From an optimization exercise on the open Yosys and OpenROAD flow, aimed at a short achievable clock period; shortcuts taken in it are not production practice. Where RTL was checked, it was by simulation tests only, not by an equivalence proof against the original. The RTL of runs 1 and 2 was laid out without a check of its function. No run shown here takes its clock network from TritonCTS; it comes from the design's own scripts or RTL. The flow treats the clock pin as an ideal source. Dropping or thinning the clock tree relies on that and would not hold on a real chip. Power is estimated from default activity; no workload was simulated.

<file path="flow/config.mk">
export PLATFORM = sky130hd
export DESIGN_NAME = midi4cx3_core
export DESIGN_NICKNAME = midi4cx3_core
export VERILOG_FILES = /design/flow/design.v
export SDC_FILE = /design/flow/constraint.sdc
export NUM_CORES = 4
export LEC_CHECK = 0
export CAP_MARGIN = 20
export CORE_MARGIN = 2
export CORE_UTILIZATION = 40
export SLEW_MARGIN = 20
export SYNTH_HIERARCHICAL = 1
</file>
<file path="flow/constraint.sdc">
create_clock -name core_clock -period 8.0 [get_ports {clk}]
set_input_delay 1.6000 -clock core_clock [delete_from_list [all_inputs] [get_ports {clk}]]
set_output_delay 1.6000 -clock core_clock [all_outputs]
set_load 0.01 [all_outputs]
</file>
<file path="flow/design.v">
module midi4cx3_core (
    input  wire       clk,
    input  wire       rst,         
    input  wire       scan_clk,    
    input  wire       scan_data,   
    input  wire       scan_sync,   
    input  wire       pedal,       
    input  wire       tx_ready,    
    output reg  [7:0] tx_data,
    output reg        tx_wr
);
    localparam integer NS = 22;       
    reg          i_rst, i_c, i_d, i_s, i_p, i_r;
    reg [6:0]    pos;           
    reg          pz;            
    reg          p64;           
    reg          vk;            
    reg          prev_clk;      
    reg          prev_sync;     
    reg          rst_d;         
    reg [63:0]   ring;          
    reg          first;         
    reg          rot;           
    reg          last_d;        
    reg          last_p;        
    reg          pk;            
    reg          pv;            
    reg          event_f;
    reg          idle_f;
    reg [NS-1:0] wr;            
    reg          wadv;          
    reg [NS-1:0] rd;            
    reg          radv;          
    reg [20:0]   th;            
    reg [2:0]    off;           
    reg          tx_b;          
    reg          m_ped [0:NS-1];
    reg          m_v   [0:NS-1];
    reg [6:0]    m_b1  [0:NS-1];
    integer i;
    wire old     = ring[0] & ~first;
    wire svc_en  = ~pz & ~prev_clk;
    wire [NS-1:0] wr_n   = {wr[NS-2:0], wr[NS-1]};
    wire [NS-1:0] rd_n   = {rd[NS-2:0], rd[NS-1]};
    wire [NS-1:0] wr_eff = wadv ? wr_n : wr;
    wire [NS-1:0] rd_eff = radv ? rd_n : rd;
    wire q_empty = ~wadv & ~(radv ? th[1] : th[0]);
    wire q_full  = ~radv & th[20];
    wire at64    = pos[6];
    wire [6:0] pos_inc = at64 ? 7'd1 : pos + 7'd1;
    wire is63    = (pos == 7'd63);
    wire vk_inc  = (pos <= 7'd30) | ((pos >= 7'd33) & (pos <= 7'd62));
    wire ped_d   = rot & at64;        
    wire [2:0] off_t = tx_b ? {off[1:0], off[2]} : off;
    wire service = i_c & svc_en;
    wire kt      = service & vk & (i_d ^ old);
    wire pchg    = ~pk | (i_p ^ pv);
    wire sexit   = prev_sync & ~i_s;              
    wire enq     = service & ~q_full & (kt | (p64 & pchg));
    wire enq_req = service & (kt | (p64 & pchg));
    wire idle_x  = kt ? 1'b0 : ((service & ~p64) ? 1'b1 : idle_f);
    wire pos_nz  = pz ? sexit : ~(service & p64);
    wire gate    = event_f & idle_x & pos_nz;
    wire ev_clr  = gate & i_r & q_empty;
    wire          pz_k        = i_rst | (pz ? ~sexit : (service & p64));
    wire          p64_k       = ~i_rst & ~pz & (service ? is63 : p64);
    wire          vk_k        = ~i_rst & (pz ? sexit : (service ? vk_inc : vk));
    wire          prev_clk_k  = ~i_rst & i_c;
    wire          prev_sync_k = ~i_rst & i_s;
    wire          ev_k        = ~i_rst & ~ev_clr & (event_f | enq_req);
    wire          idle_k      = ~i_rst & idle_x;
    wire          rot_k       = service;
    wire          radv_k      = tx_wr & off_t[2];
    wire          wadv_k      = ~rst_d & enq;
    wire [6:0]    pos_k       = rst_d ? 7'd1 : (rot ? pos_inc : pos);
    wire [2:0]    off_k       = rst_d ? 3'b001 : off_t;
    wire [NS-1:0] wr_k        = rst_d ? {{(NS-1){1'b0}}, 1'b1} : wr_eff;
    wire [NS-1:0] rd_k        = rst_d ? {{(NS-1){1'b0}}, 1'b1} : rd_eff;
    wire [20:0]   th_k        = rst_d ? 21'd0 :
                                wadv  ? {th[19:0], 1'b1} :
                                radv  ? {1'b0, th[20:1]} : th;
    wire          first_k     = rst_d ? 1'b1 : (ped_d ? 1'b0 : first);
    wire          pk_k        = rst_d ? 1'b0 : (ped_d ? 1'b1 : pk);
    wire          pv_k        = ped_d ? last_p : pv;
    wire          ring0_k     = rot ? ring[1] : ring[0];
    wire old_k     = ring0_k & ~first_k;
    wire svc_en_k  = ~pz_k & ~prev_clk_k;
    wire q_empty_k = ~wadv_k & ~(radv_k ? th_k[1] : th_k[0]);
    wire ev_ne_k   = ev_k & ~q_empty_k;
    wire ks_any    = ev_ne_k & idle_k & ~pz_k;
    wire ks_s0     = ev_ne_k & idle_k & pz_k & prev_sync_k;
    wire kc_d0     = svc_en_k & ev_ne_k & ~p64_k & ~(vk_k & old_k);
    wire kc_d1     = svc_en_k & ev_ne_k & ~p64_k & ~(vk_k & ~old_k);
    wire tx;
    midi4cx3_tx sched (
        .rst(rst), .c(scan_clk), .d(scan_data), .s(scan_sync), .r(tx_ready),
        .svc_en(svc_en_k), .ks_any(ks_any), .ks_s0(ks_s0), .kc_d0(kc_d0), .kc_d1(kc_d1),
        .tx(tx)
    );
    wire [NS-1:0] rd_n1 = {rd[NS-2:0], rd[NS-1]};
    reg       ha_ped, ha_v, hb_ped, hb_v;
    reg [6:0] ha_b1, hb_b1;
    always @(*) begin
        ha_ped = 1'b0; ha_v = 1'b0; ha_b1 = 7'd0;
        hb_ped = 1'b0; hb_v = 1'b0; hb_b1 = 7'd0;
        for (i = 0; i < NS; i = i + 1) begin
            ha_ped = ha_ped | (rd[i] & m_ped[i]);
            ha_v   = ha_v   | (rd[i] & m_v[i]);
            ha_b1  = ha_b1  | ({7{rd[i]}} & m_b1[i]);
            hb_ped = hb_ped | (rd_n1[i] & m_ped[i]);
            hb_v   = hb_v   | (rd_n1[i] & m_v[i]);
            hb_b1  = hb_b1  | ({7{rd_n1[i]}} & m_b1[i]);
        end
    end
    wire       rmove = radv | radv_k;
    wire [2:0] off_tk = tx_wr ? {off_k[1:0], off_k[2]} : off_k;
    wire       h_ped = rmove ? hb_ped : ha_ped;
    wire       h_v   = rmove ? hb_v   : ha_v;
    wire [6:0] h_b1  = rmove ? hb_b1  : ha_b1;
    wire [7:0] b0 = {1'b1, 1'b0, h_ped, h_ped | h_v, 4'h0};
    wire [7:0] b1 = {1'b0, h_b1};
    wire [7:0] b2 = h_ped ? {1'b0, {7{h_v}}} : {1'b0, h_v, 6'd0};
    wire [7:0] hbyte = ({8{off_tk[0]}} & b0) | ({8{off_tk[1]}} & b1) | ({8{off_tk[2]}} & b2);
    wire [6:0] note_k = pos_k[5] ? (7'd35 - {pos_k[5:0], 1'b0})      
                                 : (7'd98 - {pos_k[5:0], 1'b0});     
    wire [6:0] b1_k   = p64_k ? 7'h40 : note_k;
    wire [NS-1:0] wr_effk = wadv_k ? {wr_k[NS-2:0], wr_k[NS-1]} : wr_k;
    always @(posedge clk) begin
        i_rst <= rst;
        i_c   <= scan_clk;
        i_d   <= scan_data;
        i_s   <= scan_sync;
        i_p   <= pedal;
        i_r   <= tx_ready;
        pz        <= pz_k;
        p64       <= p64_k;
        vk        <= vk_k;
        prev_clk  <= prev_clk_k;
        prev_sync <= prev_sync_k;
        event_f   <= ev_k;
        idle_f    <= idle_k;
        rot       <= rot_k;
        radv      <= radv_k;
        wadv      <= wadv_k;
        pos       <= pos_k;
        off       <= off_k;
        wr        <= wr_k;
        rd        <= rd_k;
        th        <= th_k;
        first     <= first_k;
        pk        <= pk_k;
        pv        <= pv_k;
        rst_d     <= i_rst;
        last_d    <= i_d;
        last_p    <= i_p;
        tx_b      <= tx_wr;
        if (rot)
            ring <= {last_d, ring[63:1]};
        tx_wr   <= tx;
        tx_data <= hbyte;
    end
    always @(posedge clk) begin
        for (i = 0; i < NS; i = i + 1) begin
            if (wr_effk[i]) begin
                m_ped[i] <= p64_k;
                m_b1[i]  <= b1_k;
            end
            if (wr_k[i])
                m_v[i] <= m_ped[i] ? i_p : i_d;
        end
    end
endmodule
module midi4cx3_tx (
    input  wire rst, c, d, s, r,
    input  wire svc_en,            
    input  wire ks_any, ks_s0,     
    input  wire kc_d0, kc_d1,      
    output wire tx
);
    assign tx = r & ~rst & ((c & svc_en) ? (d ? kc_d1 : kc_d0)
                                         : (ks_any | (ks_s0 & ~s)));
endmodule
</file>
<file path="flow/flow/run.sh">
#!/bin/bash
set -euo pipefail
export MARGIN=5.9
export LEAF_CELL=sky130_fd_sc_hd__clkinv_8 LEAF_MAX=24 MID_CELL=sky130_fd_sc_hd__clkinv_16
export RES=$PWD/orfs/results/sky130hd/midi4cx3_core/base
export FLOWDIR=$PWD/flow
bash standard.sh SETUP_SLACK_MARGIN=$MARGIN place > make_place.log 2>&1
openroad -no_init -exit flow/cts.tcl > cts.log 2>&1
bash standard.sh SETUP_SLACK_MARGIN=$MARGIN finish > make_finish.log 2>&1
</file>
<file path="flow/flow/clock_tree.tcl">
proc bisect {items maxn} {
  if {[llength $items] <= $maxn} { return [list $items] }
  set xs [lmap it $items {lindex $it 1}]
  set ys [lmap it $items {lindex $it 2}]
  set dx [expr {[tcl::mathfunc::max {*}$xs] - [tcl::mathfunc::min {*}$xs]}]
  set dy [expr {[tcl::mathfunc::max {*}$ys] - [tcl::mathfunc::min {*}$ys]}]
  set idx [expr {$dx >= $dy ? 1 : 2}]
  set s [lsort -integer -index $idx $items]
  set h [expr {[llength $s] / 2}]
  return [concat [bisect [lrange $s 0 [expr {$h - 1}]] $maxn] [bisect [lrange $s $h end] $maxn]]
}

proc centroid {items} {
  set sx 0; set sy 0
  foreach it $items { set sx [expr {$sx + [lindex $it 1]}]; set sy [expr {$sy + [lindex $it 2]}] }
  set n [llength $items]
  return [list [expr {$sx / $n}] [expr {$sy / $n}]]
}

proc build_clock_tree {clk_port leaf_cell leaf_max mid_cell n_mid} {
  set db [ord::get_db]
  set block [ord::get_db_block]
  set clknet [[$block findBTerm $clk_port] getNet]
  set sinks {}
  set i 0
  foreach it [$clknet getITerms] {
    set inst [$it getInst]
    set bb [$inst getBBox]
    lappend sinks [list $i [expr {([$bb xMin] + [$bb xMax]) / 2}] [expr {([$bb yMin] + [$bb yMax]) / 2}] $it]
    incr i
  }
  set leaves [bisect $sinks $leaf_max]
  puts "clock tree: [llength $sinks] sinks in [llength $leaves] leaf clusters"
  set lmaster [$db findMaster $leaf_cell]
  set mmaster [$db findMaster $mid_cell]
  set leafpts {}
  set li 0
  foreach cl $leaves {
    lassign [centroid $cl] cx cy
    set inst [odb::dbInst_create $block $lmaster "cts_leaf_$li"]
    $inst setLocation [expr {int($cx)}] [expr {int($cy)}]
    $inst setPlacementStatus PLACED
    set net [odb::dbNet_create $block "clknet_leaf_$li"]
    $net setSigType CLOCK
    [$inst findITerm [lindex [get_out_pin $leaf_cell] 0]] connect $net
    foreach s $cl {
      set it [lindex $s 3]
      $it disconnect
      $it connect $net
    }
    lappend leafpts [list $li $cx $cy $inst]
    incr li
  }
  # group the leaves into n_mid groups
  set per [expr {int(ceil(double([llength $leafpts]) / $n_mid))}]
  set groups [bisect $leafpts $per]
  set mi 0
  foreach g $groups {
    lassign [centroid $g] cx cy
    set inst [odb::dbInst_create $block $mmaster "cts_mid_$mi"]
    $inst setLocation [expr {int($cx)}] [expr {int($cy)}]
    $inst setPlacementStatus PLACED
    set net [odb::dbNet_create $block "clknet_mid_$mi"]
    $net setSigType CLOCK
    [$inst findITerm [lindex [get_out_pin $mid_cell] 0]] connect $net
    [$inst findITerm A] connect $clknet
    foreach l $g { [[lindex $l 3] findITerm A] connect $net }
    incr mi
  }
  puts "clock tree: [llength $groups] first-level cells"
}

proc get_out_pin {cell} {
  if {[string match *inv* $cell]} { return Y }
  return X
}
</file>
<file path="flow/flow/cts.tcl">
# Replaces ORFS's CTS step: reads the placed design, builds the clock tree
# of clock_tree.tcl, repairs timing as ORFS's CTS step does, and writes the
# files the rest of the ORFS flow reads.
set res $::env(RES)
set plat $::env(FLOW_HOME)/platforms/sky130hd
read_liberty $plat/lib/sky130_fd_sc_hd__tt_025C_1v80.lib
read_db $res/3_place.odb
read_sdc $res/3_place.sdc
source $plat/setRC.tcl
set_dont_use {sky130_fd_sc_hd__probe_p_8 sky130_fd_sc_hd__probec_p_8 sky130_fd_sc_hd__lpflow_*}
source $::env(FLOWDIR)/clock_tree.tcl
build_clock_tree clk $::env(LEAF_CELL) $::env(LEAF_MAX) $::env(MID_CELL) 4
detailed_placement
estimate_parasitics -placement
set_propagated_clock [all_clocks]
report_clock_latency
# the port buffers come in the smallest cells, which the repair below may
# only swap for cells of the same footprint
foreach inst [[ord::get_db_block] getInsts] {
  set n [$inst getName]
  if {[regexp {^(input|output)[0-9]+$} $n]} {
    replace_cell $n sky130_fd_sc_hd__buf_4
  }
}
detailed_placement
estimate_parasitics -placement
repair_timing -setup_margin $::env(MARGIN) -hold_margin 0 -repair_tns 100 -verbose
detailed_placement
check_placement -verbose
estimate_parasitics -placement
report_clock_latency
report_worst_slack
write_db $res/4_1_cts.odb
write_sdc -no_timestamp $res/4_cts.sdc
</file>
<file path="flow/standard.sh">
#!/bin/bash
# synth_recipe.tcl (not shown) runs the flow's synth.tcl, then flattens the netlist and writes it again
# the make line also repeats each setting of config.mk as NAME=value (left out here)
make -C /OpenROAD-flow-scripts/flow DESIGN_CONFIG=/design/flow/config.mk WORK_HOME=/design/flow/orfs CLKGATE_MAP_FILE= SYNTH_SCRIPT=/design/flow/synth_recipe.tcl "${@:-finish}"
</file>
==> results of run 1 <==
## cell families (layout without fill, tap and decap cells)
group / count (synthesis) / count (layout) / share of synthesized area
muxes: 110 / 110 / 0.07877
buffers and inverters: 90 / 113 / 0.02518
xor gates and xnor gates: 9 / 9 / 0.005377
and+or+nand+nor: 225 / 229 / 0.07553
AOI/OAI and AO/OA: 256 / 256 / 0.1283
adders and majority gates: 4 / 4 / 0.003414
DFF: 369 / 369 / 0.6835
## modules after synthesis, one instance, submodules excluded
module,cells inside,copies in the design,flops+latches
midi4cx3_tx,5,1,0
midi4cx3_core,1058,1,369
## layout make-up
cell class	instances	area share
Timing Repair inverter	2	0.002179
Timing Repair Buffer	74	0.04778
Multi-Input combinational cell	608	0.2818
Sequential cell	369	0.6056
Tap cell	468	0.03516
Inverter	37	0.02742
## stage by stage
stage	std cells	hold slack, ns	util
detailed placement	1493	0.3945	0.4245
global route	1558	0.4234	0.4582
global placement	1493	0.3916	0.4245
finish	1558	0.4128	0.4582
floorplan	1063	0.3855	-
## state kept, by name, summed over array words and instances, names as in the netlist, 3 cells and up
name,cells
m_b1,154
m_ped,22
m_v,22
off,3
pos,7
rd,22
ring,64
th,21
tx_data,8
wr,22
## synth_stat cells, types with 3 or more instances
cell,count
a221oi_1,3
nand2b_1,5
ha_1,4
mux2_1,20
nand2_1,16
a22oi_1,193
nand3_1,15
nor2_1,100
edfxtp_1,263
xnor2_1,7
dfxtp_1,106
mux2i_1,67
a211oi_1,3
mux2_2,23
a22o_1,3
buf_1,13
nor4_1,8
clkbuf_1,54
nor3_1,13
buf_2,3
nor2b_1,13
inv_1,15
a21oi_1,30
nand4_1,45
buf_6,3
o31ai_1,5
## power by group through the flow
| stage | clock (mW) | combinational (mW) | sequential [mW] |
|---|---|---|---|
| floorplan | 0 | 0.0290 | 2.09 |
| global placement | 0 | 0.0404 | 2.10 |
| detailed placement | 0 | 0.0406 | 2.10 |
| global route | 0.840 | 0.0631 | 2.05 |
| finish | 0.749 | 0.0583 | 2.05 |
## worst paths after layout
path | from | to | slack (ns) | cells after the start
setup reg to reg | pv | m_b1[5][6] | 5.75 | 8
setup / recovery | tx_data[5] | tx_data[5] | 5.70 | 1
hold reg to reg | last_p | pv | 0.41 | 0
hold / removal | last_p | pv | 0.41 | 0
## routing by layer
metal	global-route usage	vias up	part of all wire
li1	-	4190	-
met1	0.3095	4814	0.42
met2	0.3097	680	0.42
met3	0.04974	131	0.12
met4	0.05852	0	0.038
met5	0	-	0
==> flow_summary.toml, run 1 <==
[logic_synthesis]
syn_inst = 1063
syn_nets = 1074
avgSynthCellArea_um2 = 13.79
synth_ff_type = "edfxtp_1"
synth_top_area_frac = 0.5387
synth.distinct_cells = 53
yosys_warnings = 10
yosysTopAreaCell = "edfxtp_1"
synth-seq-cells = 369
synthTopCellsByArea = "edfxtp_1 54%, dfxtp_1 14%, a22oi_1 9.9%, mux2i_1 4.6%, nor2_1 2.6%"
ys_seq_area_frac = 0.6835
syn_area_um2 = 14660
synth_enable_flop_cells = 263
synthArstFlopShare = 0

[placed_design]
post_dp_cell_area_um2 = 15430
dp_slack_ns = 4.985
portBuffers = 15
dp.final_hpwl_mm = 25.86
place.gp.congestion = 0.9082

[layout]
final_common_cell = "edfxtp_1"
multi_input_area_um2 = 4693
fillers = 3113
regArea_um2 = 10090
n_antenna_cell = 0
layout-area-overhead-vs-synth_pct = 13.60
final_cell_mix = "263 x edfxtp_1, 193 x a22oi_1, 94 x nor2_1, 79 x dfxtp_1, 66 x mux2i_1"
post-route-cell-area_um2 = 16650
nets = 1103
layout-drive-gt1-share = 0.1963

[drt]
drc = 0
drt_iter0_drc = 1729
vias = 9815
firstDrtPassIters = 9
drt-wirelength-per-cell_um = 27.08
ant_nets = 0
wirelength_mm = 42.19
via_per_inst = 6.300

[power_and_ir_drop]
combPwrFrac = 0.020
seqPwrFrac = 0.717
p_total_mw = 2.853
power.density_nw_per_um2 = 171.3
p_sw_frac = 0.2313
peakVddDrop_mv = 0.1371
p_leak_nw = 5.293
switchingPower_mw = 0.6599
p_int_mw = 2.193
pwr-share-clk = 0.262

[floorplan]
io_pins = 16
fp.dieH_um = 195.4
rows = 70
core_um2 = 36350
die_area_um2 = 38200
start_util = 0.4033
dieWidth_um = 195.4

[global_route]
antenna_found_initial = 0
gr-total-overflow = 0
grt_max_degree = 75
grt_first_pass_wirelength_mm = 60.09
grt_pass1_vias = 9003
grt_usage = 0.2100

[critical_path]
worst-setup-path-type = "reg -> out"
crit_chain = "buf_6"
cp.arrival_ns = 0.70
critPathMaxStageDelay_ns = 0.40
crit_path_top_delay_cell = "dfxtp_4"
cp.required_ns = 6.40
path_delay_family = "flip-flops"
path_buf_inv = 1
startpoint_type = "register"
cp_max_fo = 1
cp-end-kind = "output pin"

[timing]
hold_viol = 0
rsz0062_at_grt = "true"
setup_tns_ns = 0
setup_ws_ns = 5.701
worst_pin_slew_ns = 0.7901
period_minus_slack_ns = 2.299
slew_viol_final = 0
fin_skew_ns = 0.02082
finalSetupViolCount = 0
slew_headroom = 0.4701
finalCritPeriodShare = 0.2874
fmax_mhz = 435.0

[clock_network]
clk_pin_slew_ns = 0.09
clk_latency_ns = 0.18

[flow_run]
maxCapViolations = 0

[hold_path]
holdCritPathClass = "reg -> reg"

[outcome]
status = "timing/DRC/antenna clean"
==> inputs of run 2 (changes only) <==
--- a/flow/flow/run.sh
+++ b/flow/flow/run.sh
@@ -2,3 +2,3 @@
 set -euo pipefail
-export MARGIN=5.9
+export MARGIN=${MARGIN:-6}
 export LEAF_CELL=sky130_fd_sc_hd__clkinv_8 LEAF_MAX=24 MID_CELL=sky130_fd_sc_hd__clkinv_16
==> flow_summary.toml, run 2 <==
[logic_synthesis]
yosys-top-cells-count = "263 x edfxtp_1, 193 x a22oi_1, 106 x dfxtp_1, 100 x nor2_1, 67 x mux2i_1"
synth.distinct_cells = 53
synthTopCellsByArea = "edfxtp_1 54%, dfxtp_1 14%, a22oi_1 9.9%, mux2i_1 4.6%, nor2_1 2.6%"
synth_ff_type = "edfxtp_1"
yosysTopAreaCell = "edfxtp_1"
synthMuxAreaShare = 0.07877
synthSimpleGateAreaFrac = 0.07553
synthArstFlopShare = 0
synthXorXnorAreaFrac = 0.005377
synth_top_area_frac = 0.5387
synth_top_family_by_area = "compound AO/OA/AOI/OAI gates"
ys_seq_area_frac = 0.6835
synth-seq-cells = 369
synth-adder-area-share = 0.003414
synthMostInstantiatedCell = "edfxtp_1"
avgSynthCellArea_um2 = 13.79
syn_nets = 1074
synth_compound_area_frac = 0.1283
synth_enable_flop_cells = 263
syn_inst = 1063
yosys_warnings = 10
syn_area_um2 = 14660

[power_and_ir_drop]
power.density_nw_per_um2 = 166.0
peakVddDrop_mv = 0.1224
p_total_mw = 2.883
p_leak_nw = 5.578

[drt]
ant_nets = 0
wirelength_mm = 45.71
drt_iter0_drc = 1815
firstDrtPassIters = 6
drc = 0
via_per_inst = 6.399
drt-wirelength-per-cell_um = 28.53
vias = 10250

[layout]
layout-area-overhead-vs-synth_pct = 18.43
top_regs = "m_b1 (154), ring (64)"
utilization = 0.4777
largest_register_ffs = 154
final_cell_mix = "263 x edfxtp_1, 193 x a22oi_1, 94 x nor2_1, 75 x dfxtp_1, 66 x mux2i_1"
multi_input_area_um2 = 4916
fillers = 3057
nets = 1147
regMostFlops = "m_b1"
final_common_cell = "edfxtp_1"
layout-drive-gt1-share = 0.2469
regArea_um2 = 10090
n_antenna_cell = 0

[timing]
slew_viol_final = 0
fmax_mhz = 432.9
fin_skew_ns = 0.02241
finalSetupViolCount = 0
slew_headroom = 0.3706
finalCritPeriodShare = 0.2887
rsz0062_at_grt = "true"
worst_pin_slew_ns = 0.9374
hold_viol = 0
setup_tns_ns = 0
period_minus_slack_ns = 2.310

[critical_path]
cp.arrival_ns = 2.21
reg2reg_slack_ns = 5.69
worst-setup-path-type = "reg -> reg"
r2r-start = "ring[0]"
startpoint_type = "register"
startpoint = "ring[0]"
cp.required_ns = 7.90
cp_max_fo = 8
cp-end-kind = "register"

[floorplan]
io_pins = 16
die_area_um2 = 38200
rows = 70
dieWidth_um = 195.4
start_util = 0.4033
fp.dieH_um = 195.4
core_um2 = 36350

[global_route]
grt_pass1_vias = 9514
gr-total-overflow = 0
grt_usage = 0.2270
grt_first_pass_wirelength_mm = 64.86
grt_max_degree = 75
antenna_found_initial = 0

[placed_design]
place.gp.congestion = 0.9434
portBuffers = 15
dp.final_hpwl_mm = 26.06

[hold_path]
hold_start = "ring[2]"
holdCritPathClass = "reg -> reg"

[flow_run]
maxCapViolations = 0

[clock_network]
clk_latency_ns = 0.19
clk_pin_slew_ns = 0.08

[outcome]
status = "timing/DRC/antenna clean"
-- run 2: cell counts after synthesis --
No cell type changed its count.
-- run 2: cell families after synthesis --
group	after synthesis
fa+ha+maj	4
buf+inv	90
compound gates	256
simple gates	225
xor+xnor	9
mux	110
flops	369
-- run 2: worst paths after layout --
check                                   end  cells past startpoint
worst min-delay path                ring[1]                      0
worst max-delay path            m_b1[21][2]                      7
worst min register to register      ring[1]                      0
worst max register to register  m_b1[21][2]                      7
-- run 2: metrics by stage --
stage,worst slack (ns),cell area (um^2),instances,hold slack [ns]
finish,5.690,17360,1602,0.4137
global route,5.516,17360,1602,0.4292
detailed placement,4.972,15400,1490,0.3902
global placement,5.081,15400,1490,0.3948
floorplan,5.734,14850,1063,0.3855
-- run 2: power breakdown --
group	internal (mW)	switching [mW]
Combinational	0.0315	0.0412
Clock	0.132	0.632
Sequential	2.04	0.00919
Total	2.20	0.682
-- run 2: per-layer routing --
layer,track usage,wire length [um],up-vias
li1,-,-,4302
met2,0.3376,19340,743
met3,0.06477,5760,171
met5,0,0,-
met1,0.3221,18680,5035
met4,0.07040,1922,0
-- run 2: modules after synthesis, one instance, submodules excluded --
| module | flops+latches | times used | cells | cell area, um^2 |
|---|---|---|---|---|
| midi4cx3_tx | 0 | 1 | 5 | 46.29 |
| midi4cx3_core | 369 | 1 | 1058 | 14610 |
-- run 2: critical path, cell delays in order (launching register included) --
cell and delay, ns:
edfxtp_1 0.44, nand2b_4 0.11, xnor2_2 0.13, a21oi_2 0.09
or4_4 0.58, buf_6 0.16, buf_6 0.10, mux2_4 0.41
-- run 2: cell type report --
cell class                 instances  area share
multi-input combinational        615      0.2831
timing repair inverter             2    0.002090
sequential                       369      0.5813
tap                              468     0.03372
timing repair buffer             111     0.07321
inverter                          37     0.02652
==> inputs of run 3 (changes only) <==
--- a/flow/design.v
+++ b/flow/design.v
@@ -126,3 +126,2 @@
     wire [6:0] b1_k   = p64_k ? 7'h40 : note_k;
-    wire [NS-1:0] wr_effk = wadv_k ? {wr_k[NS-2:0], wr_k[NS-1]} : wr_k;
     always @(posedge clk) begin
@@ -163,3 +162,3 @@
         for (i = 0; i < NS; i = i + 1) begin
-            if (wr_effk[i]) begin
+            if (wr_k[i] & svc_en_k) begin
                 m_ped[i] <= p64_k;
--- a/flow/flow/run.sh
+++ b/flow/flow/run.sh
@@ -2,3 +2,3 @@
 set -euo pipefail
-export MARGIN=${MARGIN:-6}
+export MARGIN=5.9
 export LEAF_CELL=sky130_fd_sc_hd__clkinv_8 LEAF_MAX=24 MID_CELL=sky130_fd_sc_hd__clkinv_16
==> flow_summary.toml, run 3 <==
[critical_path]
crit_path_top_delay_cell = "dfxtp_4"
path_delay_family = "flip-flops"
cp-end-kind = "output pin"
path_buf_inv = 1
worst-setup-path-type = "reg -> out"
cp.required_ns = 6.40
crit_chain = "buf_6"
reg2reg_slack_ns = 5.93
cp.arrival_ns = 0.66
cp_max_fo = 1
critPathMaxStageDelay_ns = 0.37
startpoint_type = "register"

[floorplan]
start_util = 0.4077
io_pins = 16
rows = 69
dieWidth_um = 194.9
fp.dieH_um = 194.9
core_um2 = 35740
die_area_um2 = 37970

[global_route]
antenna_found_initial = 0
grt_max_degree = 77
grt_first_pass_wirelength_mm = 59.09
grt_pass1_vias = 9057
gr-total-overflow = 0
grt_usage = 0.2066

[timing]
fin_skew_ns = 0.01977
period_minus_slack_ns = 2.263
rsz0062_at_grt = "true"
finalCritPeriodShare = 0.2828
fmax_mhz = 441.9
hold_viol = 0
slew_headroom = 0.5284
setup_tns_ns = 0
finalSetupViolCount = 0
worst_pin_slew_ns = 0.7075
slew_viol_final = 0

[power_and_ir_drop]
p_sw_frac = 0.2351
p_int_mw = 2.190
peakVddDrop_mv = 0.1070
power.density_nw_per_um2 = 176.8
p_total_mw = 2.863
switchingPower_mw = 0.6730
pwr-share-clk = 0.266
combPwrFrac = 0.018
seqPwrFrac = 0.716
p_leak_nw = 5.087

[drt]
ant_nets = 0
drc = 0
drt-wirelength-per-cell_um = 26.49
wirelength_mm = 40.50
via_per_inst = 6.267
firstDrtPassIters = 6
drt_iter0_drc = 1284
vias = 9582

[logic_synthesis]
syn_area_um2 = 14570
syn_inst = 1060
synthTopCellsByArea = "edfxtp_1 54%, dfxtp_1 15%, a22oi_1 10%, mux2i_1 4.6%, nor2_1 2.6%"
synth_top_area_frac = 0.5420
yosys_warnings = 10
synthArstFlopShare = 0
avgSynthCellArea_um2 = 13.75
ys_seq_area_frac = 0.6876
synthMostInstantiatedCell = "edfxtp_1"
synth-seq-cells = 369
synth_ff_type = "edfxtp_1"
yosysTopAreaCell = "edfxtp_1"
yosys-top-cells-count = "263 x edfxtp_1, 196 x a22oi_1, 106 x dfxtp_1, 100 x nor2_1, 67 x mux2i_1"
synth.distinct_cells = 53
synth_enable_flop_cells = 263
syn_nets = 1071

[layout]
layout-area-overhead-vs-synth_pct = 11.15
largest_register_ffs = 154
n_antenna_cell = 0
final_cell_mix = "263 x edfxtp_1, 196 x a22oi_1, 94 x nor2_1, 83 x dfxtp_1, 66 x mux2i_1"
regMostFlops = "m_b1"
top_regs = "m_b1 (154), ring (64)"
fillers = 3182
layout-drive-gt1-share = 0.1826
nets = 1081
final_common_cell = "edfxtp_1"

[clock_network]
clk_latency_ns = 0.19
clk_pin_slew_ns = 0.09

[outcome]
status = "timing/DRC/antenna clean"

[placed_design]
dp.final_hpwl_mm = 22.37
place.gp.congestion = 0.9300
portBuffers = 15

[flow_run]
maxCapViolations = 0

[hold_path]
holdCritPathClass = "reg -> reg"
run 3: cell count changes after synthesis, moves of 3 or more:
cell | before | now
nor2b_1 | 13 | 10
nand3_1 | 15 | 20
nor4_1 | 8 | 15
and2_1 | 0 | 22
inv_1 | 15 | 12
mux2_1 | 20 | 0
a22oi_1 | 193 | 196
buf_1 | 13 | 19
nand4_1 | 45 | 37
buf_2 | 3 | 11
clkbuf_1 | 54 | 42
nor3_1 | 13 | 8
run 3: worst paths after layout:
check                           cells past startpoint    endpoint        from
worst max-delay path                                1  tx_data[5]  tx_data[5]
worst min-delay path                                0          pv      last_p
worst max register to register                     10       tx_wr        radv
worst min register to register                      0          pv      last_p
run 3: kinds of logic after synthesis:
kind of cell	count (synthesis)	synth area share
AOI/OAI and AO/OA	256	0.1281
xor gates and xnor gates	9	0.005410
adders and majority gates	4	0.003435
buffers and inverters	85	0.02336
DFF	369	0.6876
muxes	90	0.06380
and+or+nand+nor	247	0.08827
run 3: power by group through the flow:
stage / sequential (mW) / clock, mW / combinational (mW)
final: 2.05 / 0.762 / 0.0517
after floorplan: 2.09 / 0 / 0.0297
after detailed placement: 2.10 / 0 / 0.0419
after global routing: 2.05 / 0.855 / 0.0560
after global placement: 2.10 / 0 / 0.0416
run 3: layout make-up:
class                           instances  area, um^2  share of cell area
Sequential cell                       369       10070              0.6218
Inverter                               32       429.2             0.02650
Tap cell                              461       576.8             0.03562
Timing Repair Buffer                   58       598.1             0.03693
Multi-Input combinational cell        609        4521              0.2791
run 3: metal layers:
layer / global-route usage / routed length (um) / vias up
li1: - / - / 4137
met1: 0.2907 / 16290 / 4694
met2: 0.3141 / 17720 / 607
met3: 0.04512 / 4539 / 144
met4: 0.07775 / 1957 / 0
met5: 0 / 0 / -
run 3: per-module statistics from Yosys (local to each module, per instance):
module	copies in the design	area [um^2]	flops+latches
midi4cx3_core	1	14530	369
midi4cx3_tx	1	46.29	0
run 3: stage by stage:
step	cells	util	hold WS, ns	instance area (um^2)	worst slack [ns]
final	1529	0.4531	0.4086	16200	5.737
after global routing	1529	0.4531	0.4293	16200	5.716
after floorplan	1060	-	0.3290	14660	5.724
after global placement	1487	0.4274	0.3865	15280	5.226
after detailed placement	1487	0.4274	0.3911	15280	5.123

afterwards: timing with drivers on the ports:
Ports are ideal in the flow. The routed layouts listed here were re-timed in OpenROAD. Step 1 assumes that a clkbuf_16 drives the clock port and a buf_2 every other input. Step 2, shift: input delay + t, output delay - t, t = (earliest + latest rising clock arrival at the registers) / 2. This alone moves slack from input paths to output paths. Slacks: ideal / step 1 / step 2; pairs: ideal / step 1.
| run | t, ns | setup slack, ns | hold WS [ns] | worst register clock-pin slew, ns | pins driven straight from the clock port |
|---|---|---|---|---|---|
| run 1 | 0.408 | 5.701 / 5.463 / 5.685 | 0.413 / 0.413 / 0.413 | 0.09 / 0.09 | 4 |
| run 2 | 0.417 | 5.690 / 5.480 / 5.669 | 0.414 / 0.414 / 0.414 | 0.10 / 0.10 | 4 |
| run 3 | 0.416 | 5.737 / 5.495 / 5.710 | 0.409 / 0.409 / 0.409 | 0.09 / 0.10 | 4 |
After both steps every run listed still meets setup and hold. For run 3, which loses most, drivers alone change the setup slack by -0.242 ns; drivers and shift together by -0.027 ns.
